Context: an optimization exercise on an open-source flow, tuned for small area. The choices shown serve that exercise and are no tape-out recipe.
Function was checked by simulation only, so behaviour that the tests miss may differ from the original.
No driver is modelled on the clock port, so clocking that relies on it looks cheaper here than on a real chip.
Power and IR drop assume default switching activity.

run C:
## lrm_core
module lrm_core (
    input  wire        clk,
    input  wire        rst,
    input  wire        cell_in,
    input  wire        arm_in,
    input  wire        sleep_in,
    input  wire [31:0] ms_now,
    input  wire        rx_valid,
    input  wire [7:0]  rx_byte,
    input  wire        tx_ready,
    output reg         rx_ack,
    output reg         tx_valid,
    output reg  [7:0]  tx_byte,
    output wire        ind_axle,
    output wire        ind_error,
    output wire        ind_status
);
For scale: about 1300 cells after synthesis, roughly 190 flip-flops, ~9600 sq um of cells after synthesis.
clock: 30.0 ns
lec_check: 0
abc_area: 1
cap_margin: 5
core_margin: 2
core_utilization: 80
place_density: 0.88
slew_margin: 5
standard.sh (not shown) runs the stock make flow with config.mk's settings and CLKGATE_MAP_FILE= SYNTH_SCRIPT=/design/flow/synth_recipe.tcl, a recipe that flattens the netlist after the stock synthesis.
==> flow/flow/run.sh <==
#!/bin/bash
# Layout: the standard ORFS flow (standard.sh) with these changes:
#  - synthesis: synth_recipe.tcl plus an area-oriented ABC script and no
#    adder pre-mapping (flow/synth.tcl, flow/area.abc); same registers;
#  - ports are buffered with buf_1 cells;
#  - the clock tree uses clkbuf_4/clkbuf_8 without dummy loads; after CTS
#    each clock buffer is sized to the smallest of clkbuf_4/8/16 that keeps
#    its flip-flop clock pins at or below 110 ps (flow/fixclk.tcl).
# Each step's full log is in orfs/logs/; the make output is in layout.log.
set -euo pipefail
here=$(pwd)
export LRM_ABC_SCRIPT=$here/flow/area.abc
export BUFFER_PORTS_ARGS="-buffer_cell sky130_fd_sc_hd__buf_1"
export CTS_ARGS="-sink_clustering_enable -repair_clock_nets -dont_use_dummy_load -buf_list {sky130_fd_sc_hd__clkbuf_4 sky130_fd_sc_hd__clkbuf_8}"
export POST_CTS_TCL=$here/flow/fixclk.tcl
sed "s|SYNTH_SCRIPT=[^ ]*|SYNTH_SCRIPT=$here/flow/synth.tcl|" standard.sh > layout.sh
grep -q "SYNTH_SCRIPT=$here/flow/synth.tcl" layout.sh
bash layout.sh > layout.log 2>&1
Other scripts of this flow, unchanged in this note and not shown: flow/flow/area.abc, flow/flow/fixclk.tcl, flow/flow/synth.tcl
Run C: flow completed, timing, DRC and antenna clean
What run E does differently from run C at the input level:
Settings: changing SLEW_MARGIN from 5 to 20; changing CAP_MARGIN from 5 to 20.
[summary]
Comparing run E with run C, the clock network area share came out essentially unchanged. Run E leaves less setup margin than run C. Taking run C as the reference, in run E core utilization held, combinational share of power held. Run C and run E ended up with nearly the same total power draw. Between run C and run E, the difference in share of the final layout cell area in multi-input gates is negligible.

Another version of the RTL of lrm_core (not shown whole).
For scale: about 190 flip-flops, ~60 I/O pins, roughly 0.0096 sq mm of cells after synthesis.
export LEC_CHECK = 0
export ABC_AREA = 1
export CAP_MARGIN = 20
export CORE_MARGIN = 2
export CORE_UTILIZATION = 70
export PLACE_DENSITY = 0.78
export SLEW_MARGIN = 20
create_clock -name core_clock -period 30.0 [get_ports {clk}]
==> flow/flow/area.abc <==
strash
dc2
dch -f
amap
topo
==> flow/flow/fixclk.tcl <==
# POST_CTS hook: size each clock buffer to the smallest of clkbuf_4/8/16
# that keeps every flip-flop clock pin it drives at or below 110 ps
# (estimated from placement), then legalize again.
proc lrm_sink_slew {inst} {
  set worst 0.0
  foreach op [get_pins -of_objects $inst -filter "direction==output"] {
    foreach p [get_pins -of_objects [get_nets -of_objects $op] -filter "direction==input"] {
      set s [get_property $p slew_max]
      if {$s > $worst} { set worst $s }
    }
  }
  return $worst
}
estimate_parasitics -placement
set sizes {sky130_fd_sc_hd__clkbuf_4 sky130_fd_sc_hd__clkbuf_8 sky130_fd_sc_hd__clkbuf_16}
foreach inst [get_cells *] {
  set m [get_property $inst ref_name]
  if {[lsearch $sizes $m] < 0} { continue }
  foreach s $sizes {
    replace_cell $inst $s
    estimate_parasitics -placement
    if {[lrm_sink_slew $inst] <= 0.110} { break }
  }
  puts "fixclk: [get_full_name $inst] $m -> [get_property $inst ref_name]"
}
detailed_placement
check_placement -verbose
estimate_parasitics -placement
==> flow/flow/synth.tcl <==
# The standard synthesis script (synth_recipe.tcl) with two changes to
# the combinational mapping only: adders are not pre-mapped to fa/ha cells,
# and ABC maps for area with flow/area.abc. Registers are untouched.
proc synth {args} { yosys synth -nofsm -noshare {*}$args }
proc abc {args} {
  set i [lsearch -exact $args -script]
  if { $i >= 0 } { lset args [expr {$i + 1}] $::env(LRM_ABC_SCRIPT) }
  yosys abc {*}$args
}
unset ::env(ADDER_MAP_FILE)
source $::env(SCRIPTS_DIR)/synth.tcl
# left out here: clear keep_hierarchy, flatten, clean up, hide names made inside functions, write 1_2_yosys.v
Scripts as last shown in full above: flow/flow/run.sh
The first run completed without violations.
Change:
--- a/flow/flow/fixclk.tcl
+++ b/flow/flow/fixclk.tcl
@@ -3 +3,2 @@
-# (estimated from placement), then legalize again.
+# (estimated from placement), then legalize again. A buffer that drives
+# no flip-flop keeps the smallest size.
@@ -7,0 +9 @@
+      if {[get_property $p name] ne "CLK"} { continue }
--- a/flow/config.mk
+++ b/flow/config.mk
@@ -11,2 +11,2 @@
-export CORE_UTILIZATION = 70
-export PLACE_DENSITY = 0.78
+export CORE_UTILIZATION = 80
+export PLACE_DENSITY = 0.88
After rerunning:
- fmax is about the same
- global-route usage is higher by 4.2 points
- worst hold slack barely changes
- setup slack gets worse by 0.039 ns
- design area is lower by 0.65%
- count of clock-buffer cells in the layout is unchanged
- combinational power hardly moves
- sequential share of layout area is higher by 0.25 points
- routed wire length is lower by 1.0%

## port drivers added, routing unchanged
The results above use ideal ports. As a check the final layouts listed here were re-extracted and re-timed, cells and wires unchanged. Step 1, drivers: a clkbuf_16 drives clk and a buf_2 each remaining input, both assumed. Step 2, shift: input delay + t, output delay - t, t = (earliest + latest rising clock arrival at the registers) / 2. This alone moves slack from input paths to output paths. Slacks: ideal ports / drivers / drivers and shift; pairs: ideal ports / drivers.
run	t, ns	setup WS [ns]	worst setup path after step 2	slew at the worst register clock pin (ns)	worst slew at a driven data input, ns
run C	0.658	12.499 / 12.479 / 12.479	input to output	0.12 / 0.12	0.04
run E	0.647	12.232 / 12.212 / 12.212	input to output	0.11 / 0.12	0.04
the first run of note 2	0.438	13.094 / 13.073 / 13.073	input to output	0.11 / 0.11	0.05
the second run of note 2	0.644	13.056 / 13.035 / 13.035	input to output	0.11 / 0.11	0.06
After both steps setup and hold are still met in every run listed.
